Background: an optimization exercise with open tools, aiming at small area, a short achievable clock period and few clock cycles per item. Do not read the settings as production practice.
In this exercise RTL edits were held to simulation tests only and were not proved equivalent to the original.

==> flow/design.v <==
module fp64_mul (
    input  wire [63:0] a,
    input  wire [63:0] b,
    output reg  [63:0] y
);
    wire        sa = a[63];
    wire        sb = b[63];
    wire [10:0] ea = a[62:52];
    wire [10:0] eb = b[62:52];
    wire [51:0] fa = a[51:0];
    wire [51:0] fb = b[51:0];
    wire        sy = sa ^ sb;
    wire a_nan  = (ea == 11'h7ff) && (fa != 0);
    wire b_nan  = (eb == 11'h7ff) && (fb != 0);
    wire a_inf  = (ea == 11'h7ff) && (fa == 0);
    wire b_inf  = (eb == 11'h7ff) && (fb == 0);
    wire a_zero = (ea == 0) && (fa == 0);
    wire b_zero = (eb == 0) && (fb == 0);
    wire [52:0] ma = {ea != 0, fa};
    wire [52:0] mb = {eb != 0, fb};
    wire [12:0] xa = (ea == 0) ? 13'd1 : {2'b00, ea};
    wire [12:0] xb = (eb == 0) ? 13'd1 : {2'b00, eb};
    wire [105:0] prod = ma * mb;
    reg [6:0] lz;
    integer i;
    always @* begin
        lz = 7'd0;
        for (i = 0; i <= 105; i = i + 1)
            if (prod[i]) lz = 7'd105 - i[6:0];
    end
    wire [105:0] pn = prod << lz;
    wire signed [13:0] er = $signed({1'b0, xa}) + $signed({1'b0, xb})
                          - $signed({7'd0, lz}) - 14'sd1022;
    wire signed [13:0] rsh_full = 14'sd1 - er;
    wire [6:0] rsh = (er >= 14'sd1) ? 7'd0 :
                     (rsh_full > 14'sd127) ? 7'd127 : rsh_full[6:0];
    wire [212:0] wide = {pn, 107'd0} >> rsh;
    wire [105:0] pr = wide[212:107];
    wire         sticky_sh = |wide[106:0];
    wire [51:0] frac   = pr[104:53];
    wire        guard  = pr[52];
    wire        sticky = (|pr[51:0]) | sticky_sh;
    wire        rinc   = guard & (sticky | frac[0]);
    wire [10:0] efield = (er >= 14'sd1) ? er[10:0] : 11'd0;
    wire [62:0] rounded = {efield, frac} + {62'd0, rinc};
    always @* begin
        if (a_nan || b_nan || (a_inf && b_zero) || (a_zero && b_inf))
            y = 64'h7ff8000000000000;
        else if (a_inf || b_inf)
            y = {sy, 11'h7ff, 52'd0};
        else if (a_zero || b_zero)
            y = {sy, 63'd0};
        else if (er >= 14'sd2047)
            y = {sy, 11'h7ff, 52'd0};
        else
            y = {sy, rounded};
    end
endmodule
module fp64_add (
    input  wire [63:0] a,
    input  wire [63:0] b,
    input  wire        sub,
    output reg  [63:0] y
);
    wire        sa = a[63];
    wire        sb = b[63] ^ sub;
    wire [10:0] ea = a[62:52];
    wire [10:0] eb = b[62:52];
    wire [51:0] fa = a[51:0];
    wire [51:0] fb = b[51:0];
    wire a_nan = (ea == 11'h7ff) && (fa != 0);
    wire b_nan = (eb == 11'h7ff) && (fb != 0);
    wire a_inf = (ea == 11'h7ff) && (fa == 0);
    wire b_inf = (eb == 11'h7ff) && (fb == 0);
    wire        swap = {eb, fb} > {ea, fa};
    wire        sx = swap ? sb : sa;
    wire        sy = swap ? sa : sb;
    wire [10:0] ex = swap ? eb : ea;
    wire [10:0] ey = swap ? ea : eb;
    wire [51:0] fx = swap ? fb : fa;
    wire [51:0] fy = swap ? fa : fb;
    wire [10:0] xx = (ex == 0) ? 11'd1 : ex;
    wire [10:0] xy = (ey == 0) ? 11'd1 : ey;
    wire [10:0] d  = xx - xy;
    wire [55:0] mx = {ex != 0, fx, 3'b000};
    wire [55:0] my = {ey != 0, fy, 3'b000};
    wire [6:0]   dsh     = (d > 11'd63) ? 7'd63 : d[6:0];
    wire [119:0] ywide   = {my, 64'd0} >> dsh;
    wire [55:0]  my_al   = {ywide[119:65], ywide[64] | (|ywide[63:0])};
    wire        eff_sub = sx ^ sy;
    wire [56:0] sum = eff_sub ? ({1'b0, mx} - {1'b0, my_al})
                              : ({1'b0, mx} + {1'b0, my_al});
    reg [5:0] lz;
    integer i;
    always @* begin
        lz = 6'd56;
        for (i = 0; i <= 55; i = i + 1)
            if (sum[i]) lz = 6'd55 - i[5:0];
    end
    wire [11:0] lmax = {1'b0, xx} - 12'd1;
    wire [5:0]  lsh  = ({6'd0, lz} > lmax) ? lmax[5:0] : lz;
    wire [55:0] nl   = sum[55:0] << lsh;
    wire [55:0] nr   = {sum[56:2], sum[1] | sum[0]};
    wire [55:0] nm   = sum[56] ? nr : nl;
    wire [11:0] en   = sum[56] ? ({1'b0, xx} + 12'd1) : ({1'b0, xx} - {6'd0, lsh});
    wire [51:0] frac   = nm[54:3];
    wire        guard  = nm[2];
    wire        sticky = nm[1] | nm[0];
    wire        rinc   = guard & (sticky | frac[0]);
    wire [10:0] efield = nm[55] ? en[10:0] : 11'd0;
    wire [62:0] rounded = {efield, frac} + {62'd0, rinc};
    wire zero_a = (ea == 0) && (fa == 0);
    wire zero_b = (eb == 0) && (fb == 0);
    always @* begin
        if (a_nan || b_nan || (a_inf && b_inf && (sa != sb)))
            y = 64'h7ff8000000000000;
        else if (a_inf)
            y = {sa, 11'h7ff, 52'd0};
        else if (b_inf)
            y = {sb, 11'h7ff, 52'd0};
        else if (zero_a && zero_b)
            y = {sa & sb, 63'd0};
        else if (sum == 0)
            y = 64'd0;
        else if (en >= 12'd2047)
            y = {sx, 11'h7ff, 52'd0};
        else
            y = {sx, rounded};
    end
endmodule
module cplx_alu (
    input  wire         clk,
    input  wire         rst,
    input  wire         in_valid,
    output wire         in_ready,
    input  wire [1:0]   op,
    input  wire [127:0] a,
    input  wire [127:0] b,
    input  wire [127:0] c,
    output reg          out_valid,
    output wire [127:0] y
);
    localparam OP_CADD = 2'd0;
    localparam OP_CMUL = 2'd1;
    localparam OP_CMAC = 2'd2;
    reg [1:0]  op_r;
    reg [63:0] ar, ai, br, bi, cr, ci;
    reg [63:0] t0, t1, t2, t3;
    reg [63:0] yr, yi;
    reg       busy;
    reg [2:0] step;
    assign in_ready = !busy;
    assign y        = {yi, yr};
    reg [63:0] mul_a, mul_b;
    reg [63:0] add_a, add_b;
    reg        add_sub;
    wire [63:0] mul_y, add_y;
    always @* begin
        mul_a = ar;
        mul_b = br;
        case (step)
            3'd1: begin mul_a = ai; mul_b = bi; end
            3'd2: begin mul_a = ar; mul_b = bi; end
            3'd3: begin mul_a = ai; mul_b = br; end
            default: ;
        endcase
    end
    always @* begin
        add_a   = t0;
        add_b   = t1;
        add_sub = 1'b0;
        if (op_r == OP_CADD) begin
            add_a = (step == 3'd0) ? ar : ai;
            add_b = (step == 3'd0) ? br : bi;
        end else begin
            case (step)
                3'd4: begin add_a = t0; add_b = t1; add_sub = 1'b1; end
                3'd5: begin add_a = t2; add_b = t3; end
                3'd6: begin add_a = cr; add_b = yr; end
                3'd7: begin add_a = ci; add_b = yi; end
                default: ;
            endcase
        end
    end
    fp64_mul u_mul (.a(mul_a), .b(mul_b), .y(mul_y));
    fp64_add u_add (.a(add_a), .b(add_b), .sub(add_sub), .y(add_y));
    wire [2:0] last_step = (op_r == OP_CADD) ? 3'd1 :
                           (op_r == OP_CMUL) ? 3'd5 : 3'd7;
    always @(posedge clk) begin
        if (rst) begin
            busy      <= 1'b0;
            step      <= 3'd0;
            out_valid <= 1'b0;
        end else begin
            out_valid <= 1'b0;
            if (!busy) begin
                if (in_valid) begin
                    busy <= 1'b1;
                    step <= 3'd0;
                end
            end else begin
                if (step == last_step) begin
                    busy      <= 1'b0;
                    out_valid <= 1'b1;
                end
                step <= step + 3'd1;
            end
        end
    end
    always @(posedge clk) begin
        if (!busy && in_valid) begin
            op_r <= op;
            ar <= a[63:0];  ai <= a[127:64];
            br <= b[63:0];  bi <= b[127:64];
            cr <= c[63:0];  ci <= c[127:64];
        end
        if (busy) begin
            case (step)
                3'd0: if (op_r == OP_CADD) yr <= add_y; else t0 <= mul_y;
                3'd1: if (op_r == OP_CADD) yi <= add_y; else t1 <= mul_y;
                3'd2: t2 <= mul_y;
                3'd3: t3 <= mul_y;
                3'd4: yr <= add_y;
                3'd5: yi <= add_y;
                3'd6: yr <= add_y;
                3'd7: yi <= add_y;
            endcase
        end
    end
endmodule
==> flow/run.sh <==
#!/bin/bash
# synth_recipe.tcl (not shown) runs the flow's synth.tcl, then flattens the netlist and writes it again
# the make line also repeats each setting of config.mk as NAME=value (left out here)
make -C /OpenROAD-flow-scripts/flow DESIGN_CONFIG=/design/flow/config.mk WORK_HOME=/design/flow/orfs CLKGATE_MAP_FILE= SYNTH_SCRIPT=/design/flow/synth_recipe.tcl finish
==> flow/config.mk <==
export PLATFORM = sky130hd
export DESIGN_NAME = cplx_alu
export DESIGN_NICKNAME = cplx_alu
export VERILOG_FILES = /design/flow/design.v
export SDC_FILE = /design/flow/constraint.sdc
export NUM_CORES = 8
export LEC_CHECK = 0
export CAP_MARGIN = 20
export CORE_MARGIN = 2
export CORE_UTILIZATION = 25
export SETUP_SLACK_MARGIN = 1.0
export SLEW_MARGIN = 20
==> flow/constraint.sdc <==
create_clock -name core_clock -period 26.0 [get_ports {clk}]
set_input_delay 5.2000 -clock core_clock [delete_from_list [all_inputs] [get_ports {clk}]]
set_output_delay 5.2000 -clock core_clock [all_outputs]
set_load 0.01 [all_outputs]
==> metrics.csv <==
stage;metric;value;unit
min_path;worstHoldPathType;flop to flop;
synth;synth.distinct_cells;140;
layout;final_common_cell;nor2_1;
sta;relSlewSlack;0.130;
global_routing;grt_pass1_vias;175000;
sta;period_needed;24490;ps
global_routing;antenna_found_initial;113;
clock_network;cts_tree;done;
detailed_routing;dr.pass1.iters;13;
sta;fmax;0.0408;GHz
global_routing;grt_max_degree;118;
synth;avgSynthCellArea;8.40;µm²
run_status;status;complete, no violations;
synth;yosys_warnings;3;
detailed_routing;drt-vias-per-instance;5.66;
clock_network;cts-root-buf;clkbuf_16;
setup_path;critPathLaunch;step[1];
layout;drive_above_1_share;0.153;
sta;setup_violations;0;
place;portBuffers;518;
layout;fin_nets;25600;
floorplan;start_util;0.251;
floorplan;die_h;828;µm
clock_network;clock-sinks;775;
clock_network;clk_latency;870;ps
global_routing;gr-total-overflow;0;
global_routing;grt_usage;0.293;
sta;fin_crit_sh;0.942;
clock_network;cts_buffer_depth;3;
setup_path;slowest_stage;mux2i_2;
sta;hold_violations;0;
floorplan;row_count;302;
setup_path;arrival;24890;ps
global_routing;grt_pass1_wl;1420000;µm
detailed_routing;drtIter0Drc;22900;
sta;rsz0062_at_grt;no;
detailed_routing;routed.top_layer;met5;
layout;synthToLayoutAreaGrowth;21.3;%
synth;ys_seq_elements;775;
setup_path;cp-start-kind;flop;
floorplan;ios;519;
place;dp_hpwl;871000;µm
synth;synthArstFlopShare;0;
synth;netlist_area;170000;µm²
detailed_routing;dr_wl_met3;107000;µm
floorplan;floorplan.die_area;685000;µm²
setup_path;critical-path-max-stage-delay;960;ps
setup_path;crit_fanout;26;
place;dp_cells;30800;
layout;final_cell_mix;nor2_1 (3705), inv_1 (2681), fa_1 (2613);
run;maxCapViolCount;0;
detailed_routing;drcViolationCount;0;
clock_network;numCtsBuffers;82;
sta;drv_slew;0;
sta;max_slew.worst_pin.slew;1290;ps
floorplan;core_area;676000;µm²
layout;layout.cells.non_filler;31000;
floorplan;die_w;828;µm
sta;finClkSkew;200;ps
detailed_routing;met2WireLength;454000;µm
min_path;hold_path_startpoint;step[0];
synth;ys.flop_type;edfxtp_1;
setup_path;path_class;flop to flop;
detailed_routing;wl_met1;398000;µm
layout;nFillCells;71600;
setup_path;worst_ep_required_time;26400;ps
clock_network;cts-htree-levels;3;
detailed_routing;final_antenna_net_count;0;
setup_path;end_kind;flop;
synth;synth.net_count;23900;
detailed_routing;vias;175000;
place;place.gp.congestion;1.09;
detailed_routing;wl_per_cell;33.5;µm
synth;syn_inst;20200;
layout;utilization;0.304;
setup_path;rr_startpoint;step[1];
sta;worst_hold_slack;580;ps
synth;synth-edff-count;770;
detailed_routing;drt-total-wl;1040000;µm
synth;ys_seq_area_frac;0.137;
setup_path;crit_top_cell;buf_4;
clock_network;clk_pin_slew_worst_paths;60;ps
==> state kept, by name, indices dropped and copies added, names as in the netlist <==
name / flops
bi: 64
ci: 64
yr: 64
t3: 64
ai: 64
t2: 64
br: 64
busy: 1
op_r: 2
step: 3
yi: 64
cr: 64
out_valid: 1
t1: 64
t0: 64
ar: 64
==> critical path, delay by kind of cell, from the launching register on <==
| kind | cells | cell delay (ps) |
|---|---|---|
| AOI/OAI and AO/OA | 44 | 10880 |
| buffers and inverters | 24 | 4760 |
| and+or+nand+nor | 19 | 4420 |
| adders and majority gates | 7 | 2030 |
| muxes | 2 | 1140 |
| DFF | 1 | 370 |
| xor gates and xnor gates | 1 | 330 |
==> layout make-up <==
type                    instances  area [µm²]  share of cell area
multi-input cells           15400      133000               0.648
repair buffers               3003       25000               0.122
well taps                    8968       11200              0.0545
flip-flops and latches        775       23200               0.113
clock buffers                  93        2100              0.0102
diodes                         48         120            0.000584
inverters                    2693       10100              0.0491
clock inverters                57         668             0.00325
==> cells in the mapped netlist (all sizes together) (65+ instances only) <==
library cell | instances | area (µm²)
a2111oi | 71 | 723
a211o | 65 | 569
a211oi | 258 | 1990
a21o | 195 | 1460
a21oi | 836 | 4230
a221oi | 116 | 1050
a222oi | 112 | 1120
a22oi | 113 | 848
a31oi | 157 | 982
and2 | 118 | 738
and3 | 97 | 612
buf | 289 | 1450
clkbuf | 1099 | 4130
edfxtp | 770 | 23100
fa | 2613 | 52300
ha | 717 | 8970
inv | 2689 | 10100
mux2 | 115 | 1300
mux2i | 570 | 5710
nand2 | 1121 | 4210
nand2b | 132 | 826
nand3 | 410 | 2060
nand4 | 212 | 1350
nor2 | 3727 | 14000
nor3 | 391 | 1980
nor4 | 151 | 1000
o211ai | 302 | 2270
o21a | 86 | 646
o21ai | 650 | 3280
o21bai | 78 | 586
o221ai | 71 | 628
o22ai | 223 | 1420
o31ai | 112 | 865
or2 | 173 | 1080
or3 | 101 | 632
xnor2 | 177 | 1560
xor2 | 109 | 955
==> cells by family after synthesis <==
kind of cell	share of synthesized area
adder cells (fa/ha/maj)	0.361
AO/OA/AOI/OAI	0.174
buffers and inverters	0.0924
multiplexers	0.0420
AND/OR/NAND/NOR	0.179
flip-flops	0.137
XOR/XNOR	0.0151
==> what timing repair did <==
action                     CTS  global route
pin swaps                    0             6
buffers inserted             0             5
hold endpoints to repair     0             0
gates cloned                 0             3
gates resized for setup     11            30
hold buffers                 0             0
setup endpoints to repair  126           130
==> final timing paths <==
path,end,slack [ps],cells past startpoint
setup / recovery,yi[51],1510,97
hold / removal,step[0],580,2
setup reg to reg,yi[51],1510,97
hold reg to reg,step[0],580,2
==> stage by stage <==
step | instance area, µm² | TNS [ps] | setup slack [ps]
detailed placement | 202000 | -10.9 | -5.47
finish | 206000 | 0 | 1510
global placement | 202000 | -3910 | -276
floorplan | 170000 | 0 | 3050
global route | 206000 | 0 | 1050
CTS | 205000 | 0 | 1030
==> layer usage <==
layer	vias to the layer above	global-route usage
met5	-	0
met4	66	0.175
met3	2566	0.0773
met2	11000	0.455
met1	89500	0.364
li1	72200	-
Testbench counts, summed over its fixed seeds: cycles 24,312, items 3,200.

## re-timing with driven ports
No port has a modelled driver above. Below, the same layout with a new extraction and two added sets of constraints.
Step 1 sets driving cells, clkbuf_16 on the clock port and buf_2 on the other inputs (assumed; they add their load-dependent delay and slew).
Step 2 adds t to the input delays and takes it off the output delays; t is the mean of the earliest and latest rising clock arrival at the registers after step 1. Input paths then give back, and output paths get back, about the clock's delay inside the block.
Slacks: ideal ports / drivers / drivers and shift; pairs: ideal ports / drivers.
t (ns): 0.869
setup WS [ns]: 1.514 / 1.514 / 1.514
worst setup path after step 2: register to register
slew at the worst register clock pin (ns): 0.08 / 0.08
worst data-port slew with drivers (ns): 0.16
After both steps setup and hold are still met in this run. For this run, drivers alone change the setup slack by 0.000 ns; drivers and shift together by 0.000 ns.
